Context: an optimization exercise on an open-source flow, tuned for small area. The choices shown serve that exercise and are no tape-out recipe. RTL that was checked went through simulation tests only; none was proved equivalent to the original. No functional check of the RTL was part of runs 1, 3 and 4. Power figures rest on the tool's default switching activity, not on a simulated workload.

--- flow/run.sh ---
#!/bin/bash
# Standard ORFS layout (the standard.sh) with: port buffers made of the
# smallest buffer cell (every port still gets one), and a clock tree built
# without dummy load cells. ORFS writes each step's log under orfs/logs;
# make's output goes to standard.log.
set -euo pipefail
export BUFFER_PORTS_ARGS="-buffer_cell sky130_fd_sc_hd__buf_1"
export CTS_ARGS="-sink_clustering_enable -repair_clock_nets -dont_use_dummy_load -buf_list {sky130_fd_sc_hd__clkbuf_4 sky130_fd_sc_hd__clkbuf_8} -sink_clustering_size 12"
bash standard.sh > standard.log 2>&1
--- standard.sh ---
#!/bin/bash
# synth_recipe.tcl (not shown) runs the flow's synth.tcl, then flattens the netlist and writes it again
# the make line also repeats each setting of config.mk as NAME=value (left out here)
make -C /OpenROAD-flow-scripts/flow DESIGN_CONFIG=/design/flow/config.mk WORK_HOME=/design/flow/orfs CLKGATE_MAP_FILE= SYNTH_SCRIPT=/design/flow/synth_recipe.tcl "${@:-finish}"
--- config.mk ---
export PLATFORM = sky130hd
export DESIGN_NAME = xn_decoder
export DESIGN_NICKNAME = xn_decoder
export VERILOG_FILES = /design/flow/design.v
export SDC_FILE = /design/flow/constraint.sdc
export NUM_CORES = 4
export LEC_CHECK = 0
export CAP_MARGIN = 0
export CORE_MARGIN = 2
export CORE_UTILIZATION = 70
export SLEW_MARGIN = 0
--- constraint.sdc ---
create_clock -name core_clock -period 12.0 [get_ports {clk}]
set_input_delay 2.4000 -clock core_clock [delete_from_list [all_inputs] [get_ports {clk}]]
set_output_delay 2.4000 -clock core_clock [all_outputs]
set_load 0.01 [all_outputs]
--- design.v ---
module xn_catalog (
    output wire [32*48-1:0] words
);
    assign words[ 0*48 +: 48] = {2'd2, 1'b1, 1'b0, 1'b0, 8'h00, 1'b0, 4'd0, 1'b0, 8'h00, 1'b0, 3'd0, 8'd0, 8'd255, 1'b0};  
    assign words[ 1*48 +: 48] = {2'd3, 1'b0, 1'b1, 1'b1, 8'h40, 1'b1, 4'd0, 1'b0, 8'h00, 1'b0, 3'd0, 8'd0, 8'd255, 1'b1};  
    assign words[ 2*48 +: 48] = {2'd3, 1'b1, 1'b0, 1'b1, 8'h63, 1'b0, 4'd2, 1'b1, 8'h21, 1'b0, 3'd0, 8'd0, 8'd255, 1'b1};  
    assign words[ 3*48 +: 48] = {2'd3, 1'b1, 1'b0, 1'b1, 8'h62, 1'b0, 4'd1, 1'b1, 8'h22, 1'b0, 3'd0, 8'd30, 8'd255, 1'b1};  
    assign words[ 4*48 +: 48] = {2'd3, 1'b1, 1'b0, 1'b1, 8'h62, 1'b0, 4'd1, 1'b1, 8'h23, 1'b0, 3'd0, 8'd0, 8'd29, 1'b1};  
    assign words[ 5*48 +: 48] = {2'd3, 1'b1, 1'b0, 1'b1, 8'hE4, 1'b0, 4'd2, 1'b1, 8'h10, 1'b1, 3'd4, 8'd30, 8'd255, 1'b1};  
    assign words[ 6*48 +: 48] = {2'd3, 1'b1, 1'b0, 1'b1, 8'h52, 1'b0, 4'd1, 1'b0, 8'h00, 1'b0, 3'd0, 8'd0, 8'd29, 1'b1};  
    assign words[ 7*48 +: 48] = {2'd3, 1'b1, 1'b0, 1'b1, 8'h52, 1'b0, 4'd2, 1'b0, 8'h00, 1'b0, 3'd0, 8'd30, 8'd255, 1'b1};  
    assign words[ 8*48 +: 48] = {2'd3, 1'b1, 1'b0, 1'b1, 8'h21, 1'b0, 4'd0, 1'b1, 8'h80, 1'b0, 3'd0, 8'd30, 8'd255, 1'b1};  
    assign words[ 9*48 +: 48] = {2'd3, 1'b1, 1'b0, 1'b1, 8'h21, 1'b0, 4'd1, 1'b0, 8'h00, 1'b0, 3'd0, 8'd0, 8'd29, 1'b1};  
    assign words[10*48 +: 48] = {2'd0, 1'b1, 1'b0, 1'b0, 8'h00, 1'b0, 4'd0, 1'b0, 8'h00, 1'b0, 3'd0, 8'd0, 8'd255, 1'b0};  
    assign words[11*48 +: 48] = {2'd3, 1'b1, 1'b0, 1'b1, 8'hF6, 1'b0, 4'd15, 1'b1, 8'h00, 1'b0, 3'd0, 8'd0, 8'd255, 1'b1};  
    assign words[12*48 +: 48] = {2'd3, 1'b0, 1'b1, 1'b1, 8'h61, 1'b0, 4'd0, 1'b1, 8'h01, 1'b0, 3'd0, 8'd0, 8'd255, 1'b1};  
    assign words[13*48 +: 48] = {2'd3, 1'b0, 1'b1, 1'b1, 8'h61, 1'b0, 4'd0, 1'b1, 8'h00, 1'b0, 3'd0, 8'd0, 8'd255, 1'b1};  
    assign words[14*48 +: 48] = {2'd3, 1'b0, 1'b1, 1'b1, 8'h81, 1'b0, 4'd0, 1'b1, 8'h00, 1'b0, 3'd0, 8'd0, 8'd255, 1'b1};  
    assign words[15*48 +: 48] = {2'd3, 1'b1, 1'b0, 1'b1, 8'h42, 1'b0, 4'd2, 1'b0, 8'h00, 1'b0, 3'd0, 8'd0, 8'd255, 1'b1};  
    assign words[16*48 +: 48] = {2'd3, 1'b1, 1'b0, 1'b1, 8'hE4, 1'b0, 4'd4, 1'b1, 8'h00, 1'b1, 3'd4, 8'd0, 8'd255, 1'b1};  
    assign words[17*48 +: 48] = {2'd3, 1'b1, 1'b0, 1'b1, 8'hE4, 1'b0, 4'd5, 1'b1, 8'h20, 1'b1, 3'd3, 8'd36, 8'd255, 1'b1};  
    assign words[18*48 +: 48] = {2'd3, 1'b1, 1'b0, 1'b1, 8'h70, 1'b1, 4'd0, 1'b0, 8'h00, 1'b0, 3'd0, 8'd0, 8'd255, 1'b1};  
    assign words[19*48 +: 48] = {2'd3, 1'b1, 1'b0, 1'b1, 8'hA0, 1'b1, 4'd0, 1'b1, 8'h55, 1'b0, 3'd0, 8'd0, 8'd255, 1'b1};  
    assign words[20*48 +: 48] = {2'd3, 1'b1, 1'b0, 1'b1, 8'h93, 1'b0, 4'd1, 1'b0, 8'h00, 1'b0, 3'd0, 8'd0, 8'd255, 1'b1};  
    assign words[21*48 +: 48] = {2'd3, 1'b1, 1'b0, 1'b1, 8'h93, 1'b0, 4'd3, 1'b0, 8'h00, 1'b0, 3'd0, 8'd20, 8'd40, 1'b1};  
    assign words[22*48 +: 48] = {2'd3, 1'b1, 1'b0, 1'b1, 8'h94, 1'b0, 4'd2, 1'b1, 8'h01, 1'b0, 3'd0, 8'd0, 8'd40, 1'b1};  
    assign words[23*48 +: 48] = {2'd3, 1'b1, 1'b0, 1'b1, 8'h94, 1'b0, 4'd2, 1'b1, 8'h01, 1'b1, 3'd7, 8'd35, 8'd255, 1'b1};  
    assign words[24*48 +: 48] = {2'd3, 1'b1, 1'b0, 1'b1, 8'h95, 1'b0, 4'd1, 1'b1, 8'h33, 1'b0, 3'd0, 8'd0, 8'd255, 1'b1};  
    assign words[25*48 +: 48] = {2'd3, 1'b1, 1'b0, 1'b1, 8'h95, 1'b0, 4'd2, 1'b0, 8'h00, 1'b0, 3'd0, 8'd0, 8'd255, 1'b1};  
    assign words[26*48 +: 48] = {2'd3, 1'b1, 1'b0, 1'b1, 8'hF5, 1'b0, 4'd15, 1'b0, 8'h00, 1'b0, 3'd0, 8'd0, 8'd255, 1'b1};  
    assign words[27*48 +: 48] = {2'd3, 1'b1, 1'b0, 1'b1, 8'h61, 1'b0, 4'd0, 1'b1, 8'h02, 1'b0, 3'd0, 8'd0, 8'd255, 1'b1};  
    assign words[28*48 +: 48] = {2'd3, 1'b1, 1'b0, 1'b1, 8'h61, 1'b0, 4'd0, 1'b1, 8'h80, 1'b1, 3'd1, 8'd0, 8'd255, 1'b1};  
    assign words[29*48 +: 48] = {2'd3, 1'b1, 1'b0, 1'b1, 8'h63, 1'b0, 4'd2, 1'b1, 8'h10, 1'b1, 3'd4, 8'd20, 8'd255, 1'b1};  
    assign words[30*48 +: 48] = {2'd3, 1'b1, 1'b0, 1'b1, 8'h40, 1'b1, 4'd0, 1'b0, 8'h00, 1'b0, 3'd0, 8'd0, 8'd29, 1'b1};  
    assign words[31*48 +: 48] = {2'd3, 1'b1, 1'b0, 1'b1, 8'h40, 1'b1, 4'd0, 1'b1, 8'hC0, 1'b1, 3'd2, 8'd30, 8'd255, 1'b1};  
endmodule
module xn_decoder #(
    parameter integer TSW      = 16,
    parameter [7:0]   VER_INIT = 8'd30
) (
    input  wire             clk,
    input  wire             rst,
    input  wire             in_valid,
    input  wire [7:0]       in_byte,
    input  wire [TSW-1:0]   in_ts,
    input  wire             ver_wr,
    input  wire [7:0]       ver_wdata,
    input  wire             discard,
    output reg              out_valid,
    output wire             out_ok,
    output wire [2:0]       out_reason,
    output wire [7:0]       out_call_raw,
    output wire [TSW-1:0]   out_call_ts,
    output wire             out_cf_valid,
    output wire [2:0]       out_kind,
    output wire [4:0]       out_addr,
    output wire             out_bcast,
    output wire             out_def_valid,
    output wire [4:0]       out_def,
    output wire             out_hdr_valid,
    output wire [7:0]       out_hdr,
    output wire             out_id_valid,
    output wire [7:0]       out_id,
    output wire [3:0]       out_payload_len,
    output wire [15*8-1:0]  out_payload,
    output wire             out_checksum_valid,
    output wire [4:0]       out_raw_len,
    output wire [18*8-1:0]  out_raw,
    output wire             diag_ambiguous,
    output wire [2:0]       st,
    output wire [2:0]       fr
);
    localparam integer NDEF   = 32;
    localparam integer BUFCAP = 18;
    localparam [2:0] S_WAIT_CALL = 3'd0, S_WAIT_HDR = 3'd1, S_WAIT_ID = 3'd2,
                     S_WAIT_DATA = 3'd3, S_EMIT = 3'd5, S_FAIL = 3'd6;
    localparam [2:0] K_SEND = 3'd0, K_RESEND = 3'd1, K_FRAMED = 3'd2,
                     K_BPOLL = 3'd3, K_UNKNOWN = 3'd4;
    localparam [2:0] R_NONE = 3'd0, R_PARITY = 3'd1, R_UNCLASS = 3'd2,
                     R_NOMATCH = 3'd3, R_AMBIG = 3'd4, R_CHECKSUM = 3'd5;
    wire [NDEF*48-1:0] cat;
    xn_catalog u_cat (.words(cat));
    wire       c_var   [0:NDEF-1];
    wire [3:0] c_n     [0:NDEF-1];
    wire       c_idv   [0:NDEF-1];
    wire       c_ck    [0:NDEF-1];
    genvar g;
    generate
        for (g = 0; g < NDEF; g = g + 1) begin : g_cat
            assign c_var[g] = cat[g*48 + 34];
            assign c_n[g]   = cat[g*48 + 30 +: 4];
            assign c_idv[g] = cat[g*48 + 29];
            assign c_ck[g]  = cat[g*48 + 0];
        end
    endgenerate
    reg  [4:0]          vcl;       
    reg  [7:0]          cf_raw;    
    reg  [TSW-1:0]      cf_ts;     
    reg  [BUFCAP*8-1:0] buf_q;     
    reg  [4:0]          len;
    wire [7:0]          xacc = buf_q[(BUFCAP-1)*8 +: 8];
    reg  [4:0]          sel;
    reg  [3:0]          stq;
    assign st = stq[3] ? S_FAIL : stq[2:0];
    assign fr = stq[3] ? stq[2:0] : R_NONE;
    reg                 pay2, pay1;   
    function [4:0] vclass;
        input [7:0] v;
        vclass = {v >= 8'd41, v >= 8'd36, v >= 8'd35, v >= 8'd30, v >= 8'd20};
    endfunction
    wire [4:0] vcl_n  = ver_wr ? vclass(ver_wdata) : vcl;
    wire [2:0] st_e   = discard ? S_WAIT_CALL : st;
    wire       is_hdr = (st_e == S_WAIT_HDR);
    wire       is_id  = (st_e == S_WAIT_ID);
    wire       is_dat = (st_e == S_WAIT_DATA);
    wire       framed_byte = is_hdr | is_id | is_dat;
    wire [7:0] b      = in_byte;
    wire [3:0] nib    = buf_q[3:0];
    wire [4:0] len_s  = len + 5'd1;
    wire [7:0] xsum   = xacc ^ b;
    wire ge20 = vcl_n[0];
    wire ge30 = vcl_n[1];
    wire ge35 = vcl_n[2];
    wire ge36 = vcl_n[3];
    wire ge41 = vcl_n[4];
    function [3:0] classify;    
        input [7:0] c;
        reg pv, bc;
        begin
            pv = ((c[0] ^ c[3]) ^ (c[1] ^ c[4])) ^ ((c[2] ^ c[5]) ^ c[6]);
            bc = (c[4:0] == 5'd0);
            if      (c[6:5] == 2'b10 && pv)        classify = {1'b1, K_SEND};
            else if (c[6:5] == 2'b00 && pv && !bc) classify = {1'b1, K_RESEND};
            else if (c[6:5] == 2'b01 && pv && bc)  classify = {1'b1, K_BPOLL};
            else if (c[6:5] == 2'b11 && bc)        classify = {1'b1, K_FRAMED};
            else if (c[6:5] == 2'b11 && pv)        classify = {1'b1, K_FRAMED};
            else if (c[6:5] == 2'b01 && pv)        classify = {1'b1, K_UNKNOWN};
            else if (!pv)                          classify = {1'b0, R_PARITY};
            else                                   classify = {1'b0, R_UNCLASS};
        end
    endfunction
    wire [3:0] cls_in = classify(b);
    wire [3:0] cls_cf = classify(cf_raw);
    wire       cf_bc  = (cf_raw[4:0] == 5'd0);
    function [4:0] flen;
        input [4:0] s;
        input [3:0] nb;
        flen = 5'd1 + {4'd0, c_idv[s]} + {1'b0, (c_var[s] ? nb : c_n[s])} + {4'd0, c_ck[s]};
    endfunction
    reg       h_fail, h_amb, h_id;
    reg [4:0] h_sel;
    always @(*) begin
        h_fail = 1'b0; h_amb = 1'b0; h_id = 1'b0; h_sel = 5'd0;
        if (cf_bc) begin
            casez (b)
                8'h4?: h_sel = 5'd1;
                8'h61, 8'h81: h_id = 1'b1;
                default: h_fail = 1'b1;
            endcase
        end else begin
            casez (b)
                8'h63, 8'h62, 8'hE4, 8'h21, 8'hF6, 8'h42, 8'hA?, 8'h94, 8'h95, 8'h61, 8'h4?:
                       h_id = 1'b1;
                8'h52: h_sel = ge30 ? 5'd7 : 5'd6;
                8'h7?: h_sel = 5'd18;
                8'h93: begin h_sel = 5'd20;
                             if (ge20 && !ge41) begin h_fail = 1'b1; h_amb = 1'b1; end end
                8'hF5: h_sel = 5'd26;
                default: h_fail = 1'b1;
            endcase
        end
    end
    wire [7:0] h0 = buf_q[7:0];
    reg       i_fail, i_amb;
    reg [4:0] i_sel;
    always @(*) begin
        i_fail = 1'b0; i_amb = 1'b0; i_sel = 5'd0;
        if (cf_bc) begin
            if (!h0[7]) begin    
                if (b == 8'h01) i_sel = 5'd12; else if (b == 8'h00) i_sel = 5'd13; else i_fail = 1'b1;
            end else begin       
                i_sel = 5'd14; if (b != 8'h00) i_fail = 1'b1;
            end
        end else begin
            case (h0[7:4])
                4'h6: case (h0[1:0])
                          2'd3:    if (b == 8'h21) i_sel = 5'd2; else if (b[7:4] == 4'h1) i_sel = 5'd29; else i_fail = 1'b1;
                          2'd2:    if (b == 8'h22) i_sel = 5'd3; else if (b == 8'h23) i_sel = 5'd4; else i_fail = 1'b1;
                          default: if (b == 8'h02) i_sel = 5'd27; else if (b[7]) i_sel = 5'd28; else i_fail = 1'b1;
                      endcase
                4'hE: if (b[7:4] == 4'h1) i_sel = 5'd5; else if (b[7:4] == 4'h0) i_sel = 5'd16;
                      else if (b[7:5] == 3'd1) i_sel = 5'd17; else i_fail = 1'b1;
                4'h2: i_sel = (b == 8'h80) ? 5'd8 : 5'd9;
                4'hF: begin i_sel = 5'd11; if (b != 8'h00) i_fail = 1'b1; end
                4'hA: begin i_sel = 5'd19; if (b != 8'h55) i_fail = 1'b1; end
                4'h9: if (h0[0]) i_sel = (b == 8'h33) ? 5'd24 : 5'd25;
                      else if (b == 8'h00) i_sel = 5'd23; else if (b == 8'h01) i_sel = 5'd22; else i_fail = 1'b1;
                default:  
                      if (h0[3:0] == 4'h2) begin
                          i_sel = 5'd15; if (b[7:6] == 2'b11 && ge30) begin i_fail = 1'b1; i_amb = 1'b1; end
                      end else
                          i_sel = (b[7:6] == 2'b11 && ge30) ? 5'd31 : 5'd30;
            endcase
        end
    end
    reg        p_none, p_amb;
    always @(*) begin
        p_none = 1'b0; p_amb = 1'b0;
        case (sel)
            5'd8:  p_none = 1'b0;                   
            5'd15: p_amb = !ge30;
            5'd22: p_amb = ge35 && !ge41;           
            5'd24: p_amb = 1'b1;
            5'd3, 5'd5, 5'd7, 5'd31: p_none = !ge30;
            5'd4, 5'd6, 5'd9, 5'd30: p_none = ge30;
            5'd17: p_none = !ge36;
            5'd23: p_none = !ge35;
            5'd29: p_none = !ge20;
            default: p_none = 1'b0;
        endcase
    end
    wire [3:0] dl_sel  = c_var[sel] ? nib : c_n[sel];
    wire       idv_sel = c_idv[sel];
    reg [2:0] n_st, n_fr;
    reg       n_valid;
    reg       do_proc, fail;
    reg [2:0] fr_code;
    reg [4:0] n_sel;
    always @(*) begin
        n_st = st_e;
        n_fr = discard ? R_NONE : fr;
        n_valid = 1'b0;
        n_sel = sel;
        do_proc = 1'b0; fail = 1'b0; fr_code = R_NOMATCH;
        if (in_valid) begin
            if (!framed_byte) begin
                n_fr = R_NONE;
                if (!cls_in[3]) begin
                    n_valid = 1'b1;
                    n_fr = cls_in[2:0];
                    n_st = S_FAIL;
                end else if (cls_in[2:0] == K_FRAMED) begin
                    n_st = S_WAIT_HDR;
                end else begin
                    n_valid = 1'b1;
                    n_st = S_EMIT;
                end
            end else if (is_hdr) begin
                n_sel = h_sel;
                if (h_fail) begin
                    fail = 1'b1; fr_code = h_amb ? R_AMBIG : R_NOMATCH;
                end else if (h_id)
                    n_st = S_WAIT_ID;
                else
                    n_st = S_WAIT_DATA;     
            end else if (is_id) begin
                n_sel = i_sel;
                if (i_fail) begin
                    fail = 1'b1; fr_code = i_amb ? R_AMBIG : R_NOMATCH;
                end else if (i_sel == 5'd30 && nib == 4'd0)
                    do_proc = 1'b1;           
                else
                    n_st = S_WAIT_DATA;
            end else begin
                do_proc = (len == {1'b0, dl_sel} + {4'd0, idv_sel} + 5'd1);
            end
            if (do_proc) begin
                if (is_dat ? p_none : ge30) begin
                    fail = 1'b1; fr_code = R_NOMATCH;
                end else if (is_dat && p_amb) begin
                    fail = 1'b1; fr_code = R_AMBIG;
                end else if (xsum != 8'd0) begin    
                    fail = 1'b1; fr_code = R_CHECKSUM;
                end else begin
                    n_valid = 1'b1;
                    n_st = S_EMIT;
                    n_fr = R_NONE;
                end
            end
            if (fail) begin
                n_valid = 1'b1;
                n_st = S_FAIL;
                n_fr = fr_code;
            end
        end
    end
    always @(posedge clk) begin
        if (rst) begin
            stq       <= {1'b0, S_WAIT_CALL};
            vcl       <= vclass(VER_INIT);
            out_valid <= 1'b0;
        end else begin
            stq       <= (n_st == S_FAIL) ? {1'b1, n_fr} : {1'b0, n_st};
            vcl       <= vcl_n;
            out_valid <= n_valid;
        end
    end
    wire pay2_n = is_dat && c_idv[sel] && !(sel == 5'd8 && !ge30);
    always @(posedge clk) begin
        pay2 <= pay2_n;
        pay1 <= !pay2_n;
    end
    integer k;
    always @(posedge clk) begin
        if (in_valid && !framed_byte) begin
            cf_raw <= b;
            cf_ts  <= in_ts;
        end
        if (in_valid) begin
            len  <= framed_byte ? len_s : 5'd0;
            sel  <= n_sel;
        end
        for (k = 0; k < BUFCAP - 1; k = k + 1)
            if (in_valid && framed_byte && len == k)
                buf_q[k*8 +: 8] <= b;
        if (in_valid && framed_byte)
            buf_q[(BUFCAP-1)*8 +: 8] <= (is_hdr || len == BUFCAP - 1) ? b : xsum;
    end
    wire cf_framed = cls_cf[3] && (cls_cf[2:0] == K_FRAMED);
    assign out_ok             = (st == S_EMIT);
    assign out_checksum_valid = out_ok;
    assign out_reason         = fr;
    assign diag_ambiguous     = (fr == R_AMBIG);
    assign out_call_raw       = cf_raw;
    assign out_call_ts        = cf_ts;
    assign out_cf_valid       = cls_cf[3];
    assign out_kind           = cls_cf[3] ? cls_cf[2:0] : 3'd0;
    assign out_addr           = cf_raw[4:0];
    assign out_bcast          = cf_bc;
    assign out_def_valid      = (out_ok && cf_framed) || (fr == R_CHECKSUM);
    wire pair89 = (sel == 5'd8)  && !vcl[1];    
    wire pair23 = (sel == 5'd22) &&  vcl[4];    
    assign out_def            = pair89 ? 5'd9 : pair23 ? 5'd23 : sel;
    assign out_hdr_valid      = out_def_valid;
    assign out_hdr            = buf_q[7:0];
    assign out_id_valid       = out_def_valid && pay2;
    assign out_id             = buf_q[15:8];
    wire [4:0] dl_rec = len - 5'd2 - {4'd0, pay2};
    assign out_payload_len    = out_def_valid ? dl_rec[3:0] : 4'd0;
    assign out_payload        = (buf_q[8 +: 120] | {120{pay2}}) & (buf_q[16 +: 120] | {120{pay1}});
    assign out_raw_len        = len;
    assign out_raw            = buf_q;
endmodule
==> run summary, run 1 <==
Post-CTS Resized 0; vias in the first global route 7888; EDFF count, synth 178; Max clock buf depth 2; max cap viols 0; Crit path arrival time 6.04 ns; Die Wd 123.4 µm; Final ANT Viol Nets 0; run status timing/DRC/antenna clean; IO Port Bufs 380; first-pass GRT wire length about 47000 µm; worst hold-check path type reg -> reg; max-slew violation count 0; Max VDD drop 95.44 µV; Seq/Total Area, Yosys 55.98%; CTS H-tree depth 4; Yosys cell types 79; Root Driver clkbuf_8; worst skew pair latency between 0.4 and 0.5 ns; critical path peak fanout 38; gr usage total a little over two fifths; Reg2Reg Setup Slack around 7.9 ns; GR Layer Usage met2 roughly 63%; Mean Syn Cell Area 11.70 µm²; core area 13880 µm²; Pwr Density 109.2 nW/µm²; Syn-to-layout area delta 15.14%; Fmax achieved between 150 and 200 MHz; Num CTS Buffers 17; FILL cells approximately 820; Post-CTS Setup Bufs 0; via count 9076; syn_nets 900; Post-Syn Area 9977 µm²; # DRC 0; RSZ-0062 raised after global routing false; kind of critical path in -> reg; Sink Count 190; Worst-path clk slew 0.07 ns; GRT overflow 0; Iter 0 DRT Violations about 1300; initial core utilization between 70% and 80%; DR WL/cell 24.25 µm; Worst setup SP type primary input; met3 usage around 14%; total wire length 32640 µm; Critical Path RT 12.33 ns; commonest non-fill, non-tap cells in the layout buf_1 (372), edfxtp_1 (178), o22a_1 (120), nor2_1 (59), nand2_1 (41); Final setup viols 0; Lkg Pwr roughly 3.7 nW; grt met1 use between 50% and 60%; normalized max-slew margin approximately 21%; number of synthesized register bits 190; final core occ 82.76%; first drt pass iteration count 8; ys async rst share 0%; DP Wirelength ~23000 µm; Gate Count Post-Synth 853; n_diodes 0; routability cong. 0.9194; Die H around 120 µm; share of cells above drive strength 1 between 5 and 6%; Synth Warn # 1; actual slew at the worst max-slew pin 1.190 ns; pin count of the biggest net entering global routing 106; CP Capture Type flop; nets@finish 1215; CTS tree yes; Final Hold Fails 0; initial antenna violation count 0; commonest non-fill, non-tap cell in the layout buf_1; GR peak layer met2; site row count 43; die area 15220 µm²; Top FF cell, synth edfxtp_1; Period minus WS final 5.711 ns; hold_buf cts 0; TNS Setup 0 ns; Max Clock Skew 0.03091 ns; Vias/cell 6.743; I/O pin count 381; crit share post-route 47.59%
cell families (layout without fill, tap and decap cells):
| logic type | Yosys count | after routing | synth area share (%) |
|---|---|---|---|
| adders and majority gates | 10 | 10 | 1.254 |
| AOI/OAI and AO/OA | 249 | 249 | 19.71 |
| xor gates and xnor gates | 37 | 37 | 3.386 |
| and+or+nand+nor | 241 | 241 | 13.51 |
| buffers and inverters | 122 | 435 | 5.719 |
| DFF | 190 | 190 | 55.98 |
| muxes | 4 | 4 | 0.4389 |
synthesized netlist by cell type, types with 11 or more instances:
master    count  area, µm²
a21oi_1      25      125.1
and2_1       14      87.58
buf_4        26      195.2
clkbuf_1     51      191.4
dfxtp_1      12      240.2
edfxtp_1    178       5345
inv_1        31      116.4
nand2_1      41      153.9
nand3_1      11      55.05
nor2_1       60      225.2
nor2b_1      11      68.82
nor3_1       26      130.1
o21ai_0      26      130.1
o22a_1      120       1051
xnor2_1      23      201.4
xor2_1       13      113.9
state kept, by name, indices dropped and copies added (netlist names):
signal     cells
len            5
out_valid      1
pay1           1
cf_raw         8
stq            4
sel            5
buf_q        144
cf_ts         16
pay2           1
vcl            5
layout make-up:
cell class | instances | area, µm² | area share, %
Clock buffer | 17 | 234.0 | 2.037
Inverter | 31 | 116.4 | 1.013
Multi-Input combinational cell | 541 | 3830 | 33.34
Sequential cell | 190 | 5593 | 48.69
Tap cell | 180 | 225.2 | 1.961
Timing Repair Buffer | 387 | 1489 | 12.96
worst max-delay path, stage by stage:
cell and delay [ns]:
clkbuf_2 0.52, nor4_4 0.66, nand2_1 0.23, nor3_1 0.24, a2111oi_0 0.11, o31a_1 0.17
or4_4 0.58, a2111oi_4 0.54, a21oi_1 0.18, a221oi_2 0.28, a211oi_2 0.10
metal layers:
layer / up-vias / share of wire (%) / routed length (µm)
met5: - / 0 / 0
met3: 126 / 14 / 4629
met1: 4262 / 35 / 11330
met2: 808 / 47 / 15250
li1: 3880 / - / -
met4: 0 / 4.4 / 1434
power breakdown:
part | total [mW] | switching, mW | internal [mW]
Combinational | 0.177 | 0.116 | 0.0608
Sequential | 0.762 | 0.0191 | 0.743
Clock | 0.315 | 0.190 | 0.125
through the flow:
| stage | instance area, µm² | worst slack [ns] | instances | hold slack [ns] | power [mW] |
|---|---|---|---|---|---|
| detailed placement | 11250 | 5.945 | 1329 | 0.5166 | 0.9481 |
| CTS | 11490 | 6.410 | 1346 | 0.5301 | 1.247 |
| global placement | 11250 | 5.987 | 1329 | 0.4944 | 0.9428 |
| floorplan | 9977 | 6.790 | 853 | 0.4730 | 0.8857 |
| global route | 11490 | 6.018 | 1346 | 0.5612 | 1.286 |
| finish | 11490 | 6.289 | 1346 | 0.5307 | 1.254 |
path summary, 6_finish.rpt:
kind / depth (start not counted) / end / from
setup / recovery: 11 / stq[2] / in_byte[5]
hold / removal: 2 / vcl[3] / vcl[3]
setup reg to reg: 15 / stq[2] / sel[1]
hold reg to reg: 2 / vcl[3] / vcl[3]
==> inputs of run 2 (changes only) <==
--- a/design.v
+++ b/design.v
@@ -142,11 +142,6 @@
     wire [3:0] cls_in = classify(b);
     wire [3:0] cls_cf = classify(cf_raw);
     wire       cf_bc  = (cf_raw[4:0] == 5'd0);
-    function [4:0] flen;
-        input [4:0] s;
-        input [3:0] nb;
-        flen = 5'd1 + {4'd0, c_idv[s]} + {1'b0, (c_var[s] ? nb : c_n[s])} + {4'd0, c_ck[s]};
-    endfunction
     reg       h_fail, h_amb, h_id;
     reg [4:0] h_sel;
     always @(*) begin
@@ -335,8 +330,7 @@
     assign out_hdr            = buf_q[7:0];
     assign out_id_valid       = out_def_valid && pay2;
     assign out_id             = buf_q[15:8];
-    wire [4:0] dl_rec = len - 5'd2 - {4'd0, pay2};
-    assign out_payload_len    = out_def_valid ? dl_rec[3:0] : 4'd0;
+    assign out_payload_len    = out_def_valid ? (pair89 ? 4'd1 : dl_sel) : 4'd0;
     assign out_payload        = (buf_q[8 +: 120] | {120{pay2}}) & (buf_q[16 +: 120] | {120{pay1}});
     assign out_raw_len        = len;
     assign out_raw            = buf_q;
==> run summary, run 2 <==
share of cells above drive strength 1 4.910% (was 5.403%); run status timing/DRC/antenna clean (unchanged); CTS tree yes (unchanged); Synth Area in Simple Gates 14.62% (was 13.51%); Critical Path RT 9.60 ns (was 12.33 ns); critical path peak fanout 6 (was 38); I/O pin count 381 (unchanged); gr usage total 39.38% (was 41.74%); Lkg Pwr 3.567 nW (was 3.694 nW); IO Port Bufs 380 (unchanged); Mean Syn Cell Area 11.67 µm² (was 11.70 µm²); initial antenna violation count 0 (unchanged); initial core utilization 71.72% (was 71.88%); Gate Count Post-Synth 853 (unchanged); normalized max-slew margin 20.82% (was 20.59%); Seq/Total Area, Yosys 56.10% (was 55.98%); critical path, cell by cell xor2_1 > xnor2_1 > xnor2_1 > a21oi_1 > nor2_1 > nor4b_1 > nand2_1 > nor2_1 > buf_1 (was clkbuf_2 > nor4_4 > nand2_1 > nor3_1 > a2111oi_0 > o31a_1 > or4_4 > a2111oi_4 > a21oi_1 > a221oi_2 > a211oi_2); Final setup viols 0 (unchanged); Root Driver clkbuf_8 (unchanged); Max Clock Skew 0.03795 ns (was 0.03091 ns); worst hold-check path type reg -> reg (unchanged); register name with the most flops buf_q (unchanged); # DRC 0 (unchanged); vias in the first global route 7572 (was 7888); Iter 0 DRT Violations 1338 (was 1341); post-synthesis xor/xnor area fraction 3.079% (was 3.386%); syn_nets 897 (was 900); site row count 43 (unchanged); n_diodes 0 (unchanged); EDFF count, synth 178 (unchanged); Period minus WS final 5.691 ns (was 5.711 ns); post-synth top area share 53.69% (was 53.57%); Vias/cell 6.758 (was 6.743); Max clock buf depth 2 (unchanged); pin count of the biggest net entering global routing 101 (was 106); kind of critical path reg -> out (was in -> reg); Reg2Reg Setup Slack 7.70 ns (was 7.86 ns); total wire length 30680 µm (was 32640 µm); first-pass GRT wire length 44150 µm (was 46580 µm); CP Capture Type primary output (was flop); number of synthesized register bits 190 (unchanged); crit share post-route 47.42% (was 47.59%); TNS Setup 0 ns (unchanged); Num CTS Buffers 17 (unchanged); Post-CTS Setup Bufs 0 (unchanged); mux share of post-synthesis cell area 0.6158% (was 0.4389%); Die Wd 123.3 µm (was 123.4 µm); Post-Syn Area 9956 µm² (was 9977 µm²); CTS H-tree depth 4 (unchanged); hold_buf cts 0 (unchanged); actual slew at the worst max-slew pin 1.179 ns (was 1.190 ns); Sink Count 190 (unchanged); Max VDD drop 110.4 µV (was 95.44 µV); Worst setup SP type flop (was primary input); Crit path arrival time 3.29 ns (was 6.04 ns); Syn-to-layout area delta 14.98% (was 15.14%); routability cong. 0.9939 (was 0.9194); Placed Instances 1324 (was 1329); Final Cell Area 11450 µm² (was 11490 µm²); commonest non-fill, non-tap cells in the layout buf_1 (374), edfxtp_1 (178), o22a_1 (121), nor2_1 (66), nand2_1 (46) (was buf_1 (372), edfxtp_1 (178), o22a_1 (120), nor2_1 (59), nand2_1 (41)); Final ANT Viol Nets 0 (unchanged); Synth Warn # 1 (unchanged); Area contributors post-synth edfxtp_1 (54%), o22a_1 (11%), xnor2_1 (2.6%) (was edfxtp_1 (54%), o22a_1 (11%), dfxtp_1 (2.4%)); Synth Area in Compound Gates 19.25% (was 19.71%); Yosys cell types 80 (was 79); number of flip-flops under the largest register name 144 (unchanged); Post-CTS Resized 0 (unchanged); adder-cell share of the synthesized area 0.8797% (was 1.254%); via count 9062 (was 9076); Top FF cell, synth edfxtp_1 (unchanged); Fmax achieved 175.7 MHz (was 175.1 MHz); commonest non-fill, non-tap cell in the layout buf_1 (unchanged); Final Hold Fails 0 (unchanged); worst skew pair latency 0.47 ns (about the same); core area 13880 µm² (unchanged); DR WL/cell 22.88 µm (was 24.25 µm); max cap viols 0 (unchanged); Max stage delay on crit path 0.83 ns (was 0.66 ns); Die H 123.3 µm (was 123.4 µm); DP Wirelength 21410 µm (was 23400 µm); nets@finish 1207 (was 1215); die area 15190 µm² (was 15220 µm²); Final Non-Filler Cells 1341 (was 1346); first drt pass iteration count 9 (was 8); top flop regs buf_q: 144 flops, cf_ts: 16 flops, cf_raw: 8 flops (unchanged); ys async rst share 0% (unchanged); GRT overflow 0 (unchanged); most numerous cell in the Yosys netlist edfxtp_1 (unchanged); Pwr Density 107.4 nW/µm² (was 109.2 nW/µm²); synth cell count leaders edfxtp_1 (178), o22a_1 (121), nor2_1 (67), clkbuf_1 (59), nand2_1 (46) (was edfxtp_1 (178), o22a_1 (120), nor2_1 (60), clkbuf_1 (51), nand2_1 (41)); Placed Area 11210 µm² (was 11250 µm²); area leader, netlist edfxtp_1 (unchanged); slowest stage cell, crit path nor4b_1 (was nor4_4); RSZ-0062 raised after global routing false (unchanged); Worst-path clk slew 0.08 ns (was 0.07 ns); max-slew violation count 0 (unchanged); largest family of logic cells by synthesized area compound AO/OA/AOI/OAI gates (unchanged)
run 2: where the power goes:
group,internal (mW),switching [mW]
Combinational,0.0548,0.0994
Clock,0.125,0.190
Sequential,0.741,0.0194
Total,0.921,0.309
run 2: worst paths after layout:
path	startpoint	to	cells after the start
setup / recovery	cf_raw[6]	out_payload_len[1]	9
hold / removal	vcl[2]	vcl[2]	2
setup reg to reg	sel[3]	stq[1]	16
hold reg to reg	vcl[2]	vcl[2]	2
run 2: metrics by stage:
| step | setup WS, ns | total power, mW | hold slack, ns | utilization, % |
|---|---|---|---|---|
| after CTS | 6.396 | 1.224 | 0.5443 | 82.47 |
| final | 6.309 | 1.230 | 0.5601 | 82.47 |
| after global placement | 6.399 | 0.9203 | 0.5164 | 80.78 |
| after floorplan | 7.116 | 0.8717 | 0.4913 | - |
| after global routing | 6.108 | 1.263 | 0.5818 | 82.47 |
| after detailed placement | 6.339 | 0.9246 | 0.5263 | 80.78 |
run 2: cell families after synthesis:
logic type | count (synthesis)
compound gates | 239
xor+xnor | 35
fa+ha+maj | 7
buf+inv | 116
flops | 190
mux | 6
simple gates | 260
run 2: routing by layer:
metal  track usage [%]  wire length [µm]  vias up
li1                  -                 -     3887
met1             53.87             11110     4299
met2             60.37             14670      763
met3             7.657              3435      113
met4             20.60              1472        0
met5                 0                 0        -
run 2: final cells by class:
type / count / area, µm²
tap: 180 / 225.2
inverter: 19 / 71.32
timing repair buffer: 388 / 1494
multi-input combinational: 547 / 3830
clock buffer: 17 / 234.0
sequential: 190 / 5593
fill: 854 / 2434
run 2: critical path: cells and delay by family, from the launching register on:
kind / cells / cell delay (ns)
DFF: 1 / 0.51
buffers and inverters: 1 / 0.18
xor gates and xnor gates: 3 / 0.56
AOI/OAI and AO/OA: 1 / 0.31
and+or+nand+nor: 4 / 1.28
==> inputs of run 3 (changes only) <==
--- a/design.v
+++ b/design.v
@@ -252,7 +252,7 @@
                 n_sel = i_sel;
                 if (i_fail) begin
                     fail = 1'b1; fr_code = i_amb ? R_AMBIG : R_NOMATCH;
-                end else if (i_sel == 5'd30 && nib == 4'd0)
+                end else if (!cf_bc && h0 == 8'h40 && !(b[7:6] == 2'b11 && ge30))
                     do_proc = 1'b1;           
                 else
                     n_st = S_WAIT_DATA;
@@ -311,7 +311,6 @@
         if (in_valid && framed_byte)
             buf_q[(BUFCAP-1)*8 +: 8] <= (is_hdr || len == BUFCAP - 1) ? b : xsum;
     end
-    wire cf_framed = cls_cf[3] && (cls_cf[2:0] == K_FRAMED);
     assign out_ok             = (st == S_EMIT);
     assign out_checksum_valid = out_ok;
     assign out_reason         = fr;
@@ -322,7 +321,7 @@
     assign out_kind           = cls_cf[3] ? cls_cf[2:0] : 3'd0;
     assign out_addr           = cf_raw[4:0];
     assign out_bcast          = cf_bc;
-    assign out_def_valid      = (out_ok && cf_framed) || (fr == R_CHECKSUM);
+    assign out_def_valid      = (out_ok && len != 5'd0) || (fr == R_CHECKSUM);
     wire pair89 = (sel == 5'd8)  && !vcl[1];    
     wire pair23 = (sel == 5'd22) &&  vcl[4];    
     assign out_def            = pair89 ? 5'd9 : pair23 ? 5'd23 : sel;
==> run summary, run 3 <==
Mean Syn Cell Area 11.80 µm² (was 11.67 µm²); I/O pin count 381 (unchanged); via count 9144 (was 9062); Max Clock Skew 0.02267 ns (was 0.03795 ns); Root Driver clkbuf_8 (unchanged); register area 5593 µm² (unchanged); IO Port Bufs 380 (unchanged); RSZ-0062 raised after global routing false (unchanged); max-slew violation count 0 (unchanged); Worst setup SP type primary input (was flop); Top FF cell, synth edfxtp_1 (unchanged); site row count 44 (was 43); top flop regs buf_q: 144 flops, cf_ts: 16 flops, cf_raw: 8 flops (unchanged); Final Hold Fails 0 (unchanged); Lkg Pwr 3.625 nW (was 3.567 nW); post-synth top area share 52.14% (was 53.69%); Post-CTS Resized 0 (unchanged); first drt pass iteration count 6 (was 9); die area 15630 µm² (was 15190 µm²); Worst-path clk slew 0.07 ns (was 0.08 ns); gr usage total 38.95% (was 39.38%); Crit path arrival time 5.60 ns (was 3.29 ns); core area 14420 µm² (was 13880 µm²); commonest non-fill, non-tap cells in the layout buf_1 (372), edfxtp_1 (178), o22a_1 (121), nor2_1 (62), nand2_1 (42) (was buf_1 (374), edfxtp_1 (178), o22a_1 (121), nor2_1 (66), nand2_1 (46)); nets@finish 1216 (was 1207); Fmax achieved 189.9 MHz (was 175.7 MHz); run status timing/DRC/antenna clean (unchanged); Num CTS Buffers 17 (unchanged); Gate Count Post-Synth 869 (was 853); initial core utilization 71.07% (was 71.72%); total wire length 31400 µm (was 30680 µm); area leader, netlist edfxtp_1 (unchanged); number of synthesized register bits 190 (unchanged); max cap viols 0 (unchanged); final core occ 80.44% (was 82.47%); Post-CTS Setup Bufs 0 (unchanged); Final ANT Viol Nets 0 (unchanged); kind of critical path in -> reg (was reg -> out); GRT overflow 0 (unchanged); Area contributors post-synth edfxtp_1 (52%), o22a_1 (10%), dfxtp_1 (2.3%) (was edfxtp_1 (54%), o22a_1 (11%), xnor2_1 (2.6%)); Iter 0 DRT Violations 1200 (was 1338); Period minus WS final 5.265 ns (was 5.691 ns); synth cell count leaders edfxtp_1 (178), o22a_1 (121), nor2_1 (63), nand2_1 (42), clkbuf_1 (40) (was edfxtp_1 (178), o22a_1 (121), nor2_1 (67), clkbuf_1 (59), nand2_1 (46)); CP Capture Type flop (was primary output); initial antenna violation count 0 (unchanged); # DRC 0 (unchanged); Post-Syn Area 10250 µm² (was 9956 µm²); FILL cells 917 (was 854); crit share post-route 43.87% (was 47.42%); Seq/Total Area, Yosys 54.49% (was 56.10%); worst skew pair latency 0.45 ns (was 0.47 ns); most numerous cell in the Yosys netlist edfxtp_1 (unchanged); TNS Setup 0 ns (unchanged); EDFF count, synth 178 (unchanged); number of flip-flops under the largest register name 144 (unchanged); routability cong. 0.9984 (was 0.9939); CTS H-tree depth 4 (unchanged); multi-input logic area 4004 µm² (was 3830 µm²); register name with the most flops buf_q (unchanged); Vias/cell 6.753 (was 6.758); Max clock buf depth 2 (unchanged); Synth Warn # 1 (unchanged); vias in the first global route 7940 (was 7572); Yosys cell types 97 (was 80); Critical Path RT 12.33 ns (was 9.60 ns); DR WL/cell 23.19 µm (was 22.88 µm); critical path peak fanout 33 (was 6); Die H 125.0 µm (was 123.3 µm); pin count of the biggest net entering global routing 95 (was 101); syn_nets 913 (was 897); actual slew at the worst max-slew pin 1.165 ns (was 1.179 ns); Max VDD drop 94.61 µV (was 110.4 µV); commonest non-fill, non-tap cell in the layout buf_1 (unchanged); share of cells above drive strength 1 6.239% (was 4.910%); first-pass GRT wire length 47150 µm (was 44150 µm); DP Wirelength 22430 µm (was 21410 µm); Syn-to-layout area delta 13.18% (was 14.98%); CTS tree yes (unchanged); n_diodes 0 (unchanged); Final setup viols 0 (unchanged); hold_buf cts 0 (unchanged); Die Wd 125.0 µm (was 123.3 µm); Sink Count 190 (unchanged); normalized max-slew margin 22.28% (was 20.82%); Pwr Density 106.5 nW/µm² (was 107.4 nW/µm²); worst hold-check path type reg -> reg (unchanged); ys async rst share 0% (unchanged)
==> run 3: changes by cell type after synthesis, sizes merged, moves of 7 or more <==
cell	previous run	this run
nand3	11	22
clkbuf	59	45
buf	38	53
a31oi	14	5
xnor2	30	23
xor2	5	12
a21oi	22	32
==> run 3: path summary, 6_finish.rpt <==
kind / from / endpoint / slack [ns] / cells past startpoint
max: in_byte[1] / stq[1] / 6.74 / 10
max reg2reg: sel[2] / stq[2] / 7.51 / 18
min: vcl[3] / vcl[3] / 0.64 / 3
min reg2reg: vcl[3] / vcl[3] / 0.64 / 3
==> run 3: through the flow <==
stage               area [µm²]  std cells  hold slack (ns)  power (mW)  setup slack [ns]
floorplan                10250        869           0.5888      0.8846             7.299
global placement         11370       1337           0.6256      0.9298             6.504
detailed placement       11370       1337           0.6306      0.9343             6.371
CTS                      11600       1354           0.6432       1.232             6.843
global route             11600       1354           0.6467       1.271             6.558
finish                   11600       1354           0.6407       1.236             6.735
==> run 3: where the power goes <==
| part | leakage (nW) | switching, mW | internal [mW] | total [mW] |
|---|---|---|---|---|
| sequential | 1.72 | 0.0210 | 0.742 | 0.763 |
| clock | 0.122 | 0.187 | 0.125 | 0.313 |
| combinational | 1.78 | 0.105 | 0.0558 | 0.161 |
==> run 3: cells by family (layout without fill, tap and decap cells) <==
logic type	after synthesis	in the layout	synth area share, %
AO/OA/AOI/OAI	259	259	20.16
XOR/XNOR	35	35	3.064
adder cells (fa/ha/maj)	8	8	0.9520
AND/OR/NAND/NOR	253	253	14.62
flip-flops	190	190	54.49
multiplexers	2	2	0.2319
buffers and inverters	122	423	6.481
==> run 3: critical path, cell delays in order <==
cell and delay, ns:
clkbuf_2 0.70, nor4b_2 0.68, a32oi_1 0.22, nand4_1 0.20, a2111oi_2 0.12, nor3_4 0.28
nor2_2 0.09, o41ai_4 0.45, a21oi_2 0.10, a2111oi_2 0.35
==> run 3: area by class of cell <==
class                      count  share of cell area [%]
multi-input combinational    557                   34.51
clock buffer                  17                   2.017
tap                          184                   1.984
inverter                      24                  0.7764
sequential                   190                   48.20
timing repair buffer         382                   12.51
==> run 3: routing by layer <==
layer / GRT usage (%) / wire length [µm] / vias up
met5: 0 / 0 / -
met4: 18.63 / 1596 / 0
met3: 6.846 / 3017 / 122
met2: 61.48 / 15040 / 706
met1: 53.22 / 11750 / 4365
li1: - / - / 3951
==> inputs of run 4 (changes only) <==
--- a/design.v
+++ b/design.v
@@ -166,38 +166,45 @@
         end
     end
     wire [7:0] h0 = buf_q[7:0];
-    reg       i_fail, i_amb;
-    reg [4:0] i_sel;
-    always @(*) begin
-        i_fail = 1'b0; i_amb = 1'b0; i_sel = 5'd0;
-        if (cf_bc) begin
-            if (!h0[7]) begin    
-                if (b == 8'h01) i_sel = 5'd12; else if (b == 8'h00) i_sel = 5'd13; else i_fail = 1'b1;
-            end else begin       
-                i_sel = 5'd14; if (b != 8'h00) i_fail = 1'b1;
-            end
-        end else begin
-            case (h0[7:4])
-                4'h6: case (h0[1:0])
-                          2'd3:    if (b == 8'h21) i_sel = 5'd2; else if (b[7:4] == 4'h1) i_sel = 5'd29; else i_fail = 1'b1;
-                          2'd2:    if (b == 8'h22) i_sel = 5'd3; else if (b == 8'h23) i_sel = 5'd4; else i_fail = 1'b1;
-                          default: if (b == 8'h02) i_sel = 5'd27; else if (b[7]) i_sel = 5'd28; else i_fail = 1'b1;
-                      endcase
-                4'hE: if (b[7:4] == 4'h1) i_sel = 5'd5; else if (b[7:4] == 4'h0) i_sel = 5'd16;
-                      else if (b[7:5] == 3'd1) i_sel = 5'd17; else i_fail = 1'b1;
-                4'h2: i_sel = (b == 8'h80) ? 5'd8 : 5'd9;
-                4'hF: begin i_sel = 5'd11; if (b != 8'h00) i_fail = 1'b1; end
-                4'hA: begin i_sel = 5'd19; if (b != 8'h55) i_fail = 1'b1; end
-                4'h9: if (h0[0]) i_sel = (b == 8'h33) ? 5'd24 : 5'd25;
-                      else if (b == 8'h00) i_sel = 5'd23; else if (b == 8'h01) i_sel = 5'd22; else i_fail = 1'b1;
-                default:  
-                      if (h0[3:0] == 4'h2) begin
-                          i_sel = 5'd15; if (b[7:6] == 2'b11 && ge30) begin i_fail = 1'b1; i_amb = 1'b1; end
-                      end else
-                          i_sel = (b[7:6] == 2'b11 && ge30) ? 5'd31 : 5'd30;
-            endcase
-        end
-    end
+    wire g61b = cf_bc & ~h0[7];                                    
+    wire g81b = cf_bc &  h0[7];                                    
+    wire gn   = ~cf_bc;
+    wire g63  = gn & (h0[7:4] == 4'h6) & (h0[1:0] == 2'd3);
+    wire g62  = gn & (h0[7:4] == 4'h6) & (h0[1:0] == 2'd2);
+    wire g61  = gn & (h0[7:4] == 4'h6) & (h0[1:0] == 2'd1);
+    wire gE4  = gn & (h0[7:4] == 4'hE);
+    wire g21  = gn & (h0[7:4] == 4'h2);
+    wire gF6  = gn & (h0[7:4] == 4'hF);
+    wire gA   = gn & (h0[7:4] == 4'hA);
+    wire g95  = gn & (h0[7:4] == 4'h9) &  h0[0];
+    wire g94  = gn & (h0[7:4] == 4'h9) & ~h0[0];
+    wire g42  = gn & (h0[7:4] == 4'h4) &  (h0[3:0] == 4'h2);
+    wire g4x  = gn & (h0[7:4] == 4'h4) & ~(h0[3:0] == 4'h2);
+    wire b00 = (b == 8'h00), b01 = (b == 8'h01), b02 = (b == 8'h02), b21 = (b == 8'h21),
+         b22 = (b == 8'h22), b23 = (b == 8'h23), b33 = (b == 8'h33), b55 = (b == 8'h55),
+         b80 = (b == 8'h80), b1x = (b[7:4] == 4'h1), b0x = (b[7:4] == 4'h0),
+         b2x = (b[7:5] == 3'd1), b11 = (b[7:6] == 2'b11) & ge30;
+    wire s12 = g61b & b01, s13 = g61b & b00, s14 = g81b & b00;
+    wire s2  = g63 & b21,  s29 = g63 & b1x;
+    wire s3  = g62 & b22,  s4  = g62 & b23;
+    wire s27 = g61 & b02,  s28 = g61 & b[7];
+    wire s5  = gE4 & b1x,  s16 = gE4 & b0x, s17 = gE4 & b2x;
+    wire s8  = g21 & b80,  s9  = g21 & ~b80;
+    wire s11 = gF6 & b00,  s19 = gA & b55;
+    wire s24 = g95 & b33,  s25 = g95 & ~b33;
+    wire s22 = g94 & b01,  s23 = g94 & b00;
+    wire s15 = g42 & ~b11;
+    wire s31 = g4x & b11,  s30 = g4x & ~b11;
+    wire i_amb  = g42 & b11;
+    wire i_fail = ~(s12 | s13 | s14 | s2 | s29 | s3 | s4 | s27 | s28 | s5 | s16 | s17 |
+                    g21 | s11 | s19 | g95 | s22 | s23 | s15 | g4x);
+    wire [4:0] i_sel =
+        ({5{s12}} & 5'd12) | ({5{s13}} & 5'd13) | ({5{s14}} & 5'd14) | ({5{s2}}  & 5'd2)  |
+        ({5{s29}} & 5'd29) | ({5{s3}}  & 5'd3)  | ({5{s4}}  & 5'd4)  | ({5{s27}} & 5'd27) |
+        ({5{s28}} & 5'd28) | ({5{s5}}  & 5'd5)  | ({5{s16}} & 5'd16) | ({5{s17}} & 5'd17) |
+        ({5{s8}}  & 5'd8)  | ({5{s9}}  & 5'd9)  | ({5{s11}} & 5'd11) | ({5{s19}} & 5'd19) |
+        ({5{s24}} & 5'd24) | ({5{s25}} & 5'd25) | ({5{s22}} & 5'd22) | ({5{s23}} & 5'd23) |
+        ({5{s15}} & 5'd15) | ({5{s31}} & 5'd31) | ({5{s30}} & 5'd30);
     reg        p_none, p_amb;
     always @(*) begin
         p_none = 1'b0; p_amb = 1'b0;
@@ -252,7 +259,7 @@
                 n_sel = i_sel;
                 if (i_fail) begin
                     fail = 1'b1; fr_code = i_amb ? R_AMBIG : R_NOMATCH;
-                end else if (!cf_bc && h0 == 8'h40 && !(b[7:6] == 2'b11 && ge30))
+                end else if (i_sel == 5'd30 && nib == 4'd0)
                     do_proc = 1'b1;           
                 else
                     n_st = S_WAIT_DATA;
@@ -311,6 +318,7 @@
         if (in_valid && framed_byte)
             buf_q[(BUFCAP-1)*8 +: 8] <= (is_hdr || len == BUFCAP - 1) ? b : xsum;
     end
+    wire cf_framed = cls_cf[3] && (cls_cf[2:0] == K_FRAMED);
     assign out_ok             = (st == S_EMIT);
     assign out_checksum_valid = out_ok;
     assign out_reason         = fr;
@@ -321,7 +329,7 @@
     assign out_kind           = cls_cf[3] ? cls_cf[2:0] : 3'd0;
     assign out_addr           = cf_raw[4:0];
     assign out_bcast          = cf_bc;
-    assign out_def_valid      = (out_ok && len != 5'd0) || (fr == R_CHECKSUM);
+    assign out_def_valid      = (out_ok && cf_framed) || (fr == R_CHECKSUM);
     wire pair89 = (sel == 5'd8)  && !vcl[1];    
     wire pair23 = (sel == 5'd22) &&  vcl[4];    
     assign out_def            = pair89 ? 5'd9 : pair23 ? 5'd23 : sel;
==> run summary, run 4 <==
register name with the most flops buf_q (unchanged); syn_nets 895 (was 913); ys async rst share 0% (unchanged); Pwr Density 109.6 nW/µm² (was 106.5 nW/µm²); CTS tree yes (unchanged); nets@finish 1211 (was 1216); Mean Syn Cell Area 11.67 µm² (was 11.80 µm²); number of flip-flops under the largest register name 144 (unchanged); HP Start vcl[2] (was vcl[3]); Worst R2R Start sel[3] (was sel[2]); Final Non-Filler Cells 1345 (was 1354); clock power share 25.2% (was 25.3%); NetSw 0.3274 mW (was 0.3130 mW); slowest stage cell, crit path or4_4 (was clkbuf_2); vias in the first global route 8067 (was 7940); CP top delay family simple AND/OR/NAND/NOR gates (unchanged); DP Wirelength 23890 µm (was 22430 µm); CTS H-tree depth 4 (unchanged); Die Wd 123.1 µm (was 125.0 µm); Hold Path Cell Cnt 2 (was 3); RR Endpoint stq[2] (unchanged); worst hold-check path type reg -> reg (unchanged); hold_buf cts 0 (unchanged); WHS Endpoint vcl[2] (was vcl[3]); Max clock buf depth 2 (unchanged); grt met1 use 56.97% (was 53.22%); number of synthesized register bits 190 (unchanged); Final ANT Viol Nets 0 (unchanged); initial antenna violation count 0 (unchanged); Int Pwr 0.9263 mW (was 0.9231 mW); Post-CTS Setup Bufs 0 (unchanged); part of the power in registers 61.0% (was 61.7%); site row count 43 (was 44); Final setup viols 0 (unchanged); final hold slack 0.5754 ns (was 0.6407 ns); post-synth top area share 53.83% (was 52.14%); GRT overflow 0 (unchanged); Num CTS Buffers 17 (unchanged); max-slew violation count 0 (unchanged); crit share post-route 44.89% (was 43.87%); EDFF count, synth 178 (unchanged); Worst setup SP type flop (was primary input); met3 usage 10.61% (was 6.846%); Max stage delay on crit path 0.60 ns (was 0.70 ns); Synth Warn # 1 (unchanged); commonest non-fill, non-tap cell in the layout buf_1 (unchanged); die area 15150 µm² (was 15630 µm²); area leader, netlist edfxtp_1 (unchanged); total wire length 34130 µm (was 31400 µm); RSZ-0062 raised after global routing false (unchanged); Sink Count 190 (unchanged); max cap viols 0 (unchanged); Vias/cell 6.996 (was 6.753); GR peak layer met2 (unchanged); via count 9409 (was 9144); gr usage total 43.68% (was 38.95%); Lkg Pwr 3.602 nW (was 3.625 nW); Final Hold Fails 0 (unchanged); Seq/Total Area, Yosys 56.25% (was 54.49%); GR Layer Usage met2 66.78% (was 61.48%); DR WL/cell 25.38 µm (was 23.19 µm); Period minus WS final 5.387 ns (was 5.265 ns); final core occ 82.41% (was 80.44%); Yosys cell types 79 (was 97); routability cong. 0.9995 (was 0.9984); Die H 123.1 µm (was 125.0 µm); CP bufs+invs 1 (unchanged); Max VDD drop 87.80 µV (was 94.61 µV); Post-CTS Resized 0 (unchanged); Placed Instances 1328 (was 1337); Reg2Reg Setup Slack 8.01 ns (was 7.51 ns); normalized max-slew margin 20.82% (was 22.28%); n_diodes 0 (unchanged); Gate Count Post-Synth 851 (was 869); Iter 0 DRT Violations 1573 (was 1200); initial core utilization 71.53% (was 71.07%); cells on worst reg2reg path 14 (was 18); first drt pass iteration count 6 (unchanged); sw frac 26.11% (was 25.32%); first-pass GRT wire length 48000 µm (was 47150 µm); Root Driver clkbuf_8 (unchanged); synth cell count leaders edfxtp_1 (178), o22a_1 (120), nor2_1 (62), clkbuf_1 (48), nand2_1 (41) (was edfxtp_1 (178), o22a_1 (121), nor2_1 (63), nand2_1 (42), clkbuf_1 (40)); worst skew pair latency 0.47 ns (was 0.45 ns); run status timing/DRC/antenna clean (unchanged); actual slew at the worst max-slew pin 1.186 ns (was 1.165 ns); kind of critical path reg -> out (was in -> reg); Area contributors post-synth edfxtp_1 (54%), o22a_1 (11%), dfxtp_1 (2.4%) (was edfxtp_1 (52%), o22a_1 (10%), dfxtp_1 (2.3%)); Fmax achieved 185.6 MHz (was 189.9 MHz); I/O pin count 381 (unchanged); critical path peak fanout 11 (was 33); share of cells above drive strength 1 4.635% (was 6.239%); total power 1.254 mW (was 1.236 mW); CP Capture Type primary output (was flop); commonest non-fill, non-tap cells in the layout buf_1 (374), edfxtp_1 (178), o22a_1 (120), nor2_1 (61), nand2_1 (41) (was buf_1 (372), edfxtp_1 (178), o22a_1 (121), nor2_1 (62), nand2_1 (42)); Post-Syn Area 9930 µm² (was 10250 µm²); Top FF cell, synth edfxtp_1 (unchanged); core area 13880 µm² (was 14420 µm²); Logic pwr share 13.8% (was 13.0%); Crit path arrival time 2.99 ns (was 5.60 ns); # DRC 0 (unchanged); Syn-to-layout area delta 15.21% (was 13.18%); IO Port Bufs 380 (unchanged); pin count of the biggest net entering global routing 106 (was 95); critical path, cell by cell or4_4 > or2_4 > a21oi_1 > nor2_1 > and4bb_2 > a21boi_0 > buf_1 (was clkbuf_2 > nor4b_2 > a32oi_1 > nand4_1 > a2111oi_2 > nor3_4 > nor2_2 > o41ai_4 > a21oi_2 > a2111oi_2); Max Clock Skew 0.03082 ns (was 0.02267 ns); Critical Path RT 9.60 ns (was 12.33 ns); TNS Setup 0 ns (unchanged); Worst-path clk slew 0.08 ns (was 0.07 ns); most numerous cell in the Yosys netlist edfxtp_1 (unchanged); top flop regs buf_q: 144 flops, cf_ts: 16 flops, cf_raw: 8 flops (unchanged)
## run 4: metal layers
metal  share of wire (%)  up-vias
li1                    -     3908
met1                  34     4369
met2                  46      945
met3                  13      187
met4                 7.1        0
met5                   0        -
## run 4: how the worst max path moves through the flow
| stage | start | endpoint | depth (start not counted) |
|---|---|---|---|
| global placement | in_byte[5] | stq[2] | 10 |
| floorplan | cf_raw[0] | out_payload_len[0] | 7 |
| finish | cf_raw[4] | out_payload_len[0] | 7 |
| CTS | cf_raw[4] | out_payload_len[0] | 7 |
| global route | cf_raw[4] | out_payload_len[0] | 7 |
| detailed placement | in_byte[0] | stq[2] | 10 |
## run 4: kinds of logic (layout without fill, tap and decap cells)
family	Yosys count	count (layout)	share of synthesized area (%)
compound gates	249	249	19.71
xor+xnor	35	35	3.087
fa+ha+maj	7	7	0.8820
buf+inv	113	427	5.406
flops	190	190	56.25
mux	3	3	0.3150
simple gates	254	254	14.35
## run 4: power by group through the flow
| stage | registers [mW] | logic (mW) | clock network (mW) |
|---|---|---|---|
| final | 0.765 | 0.173 | 0.316 |
| after global placement | 0.777 | 0.162 | 0 |
| after global routing | 0.767 | 0.186 | 0.337 |
| after floorplan | 0.773 | 0.112 | 0 |
| after CTS | 0.764 | 0.168 | 0.316 |
| after detailed placement | 0.779 | 0.167 | 0 |
## run 4: through the flow
stage | setup slack [ns] | cell area (µm²)
after floorplan | 7.227 | 9930
after global placement | 6.709 | 11210
after detailed placement | 6.675 | 11210
after CTS | 6.632 | 11440
after global routing | 6.532 | 11440
final | 6.613 | 11440
## run 4: layout make-up
class | instances | area, µm²
repair buffers | 387 | 1486
multi-input cells | 548 | 3810
well taps | 180 | 225.2
clock buffers | 17 | 234.0
inverters | 23 | 91.34
flip-flops and latches | 190 | 5593
fillers | 836 | 2441
## run 4: worst min-delay path, stage by stage, from the launching register on
cell      delay (ns)
dfxtp_1         0.31
o21bai_1        0.09
nor3_1          0.12

## re-timing with driven ports
No port has a modelled driver above. Below, the same layouts with a new extraction and two added sets of constraints.
Step 1 (the two cells are an assumption about what drives the block):
set clk [get_ports {clk}]
set_driving_cell -lib_cell sky130_fd_sc_hd__clkbuf_16 $clk
set_driving_cell -lib_cell sky130_fd_sc_hd__buf_2 [delete_from_list [all_inputs] $clk]
Step 2, shift: input delay + t, output delay - t, t = (earliest + latest rising clock arrival at the registers) / 2. This alone moves slack from input paths to output paths.
Three values: no drivers, after step 1, after step 2; two values: the first two.
run | t, ns | slack for setup (ns) | hold slack, ns | worst setup path at the end | slew at the worst register clock pin (ns)
run 1 | 0.494 | 6.289 / 6.303 / 5.808 | 0.531 / 0.531 / 0.531 | input to register | 0.10 / 0.10
run 2 | 0.490 | 6.309 / 6.274 / 6.193 | 0.560 / 0.560 / 0.560 | input to register | 0.10 / 0.10
run 3 | 0.480 | 6.735 / 6.742 / 6.262 | 0.641 / 0.641 / 0.641 | input to register | 0.09 / 0.09
run 4 | 0.492 | 6.613 / 6.572 / 6.568 | 0.575 / 0.575 / 0.575 | input to register | 0.10 / 0.10
After both steps every run listed still meets setup and hold. The setup slack of run 1, which loses most, moves by +0.014 ns with the drivers and by -0.481 ns with both steps.
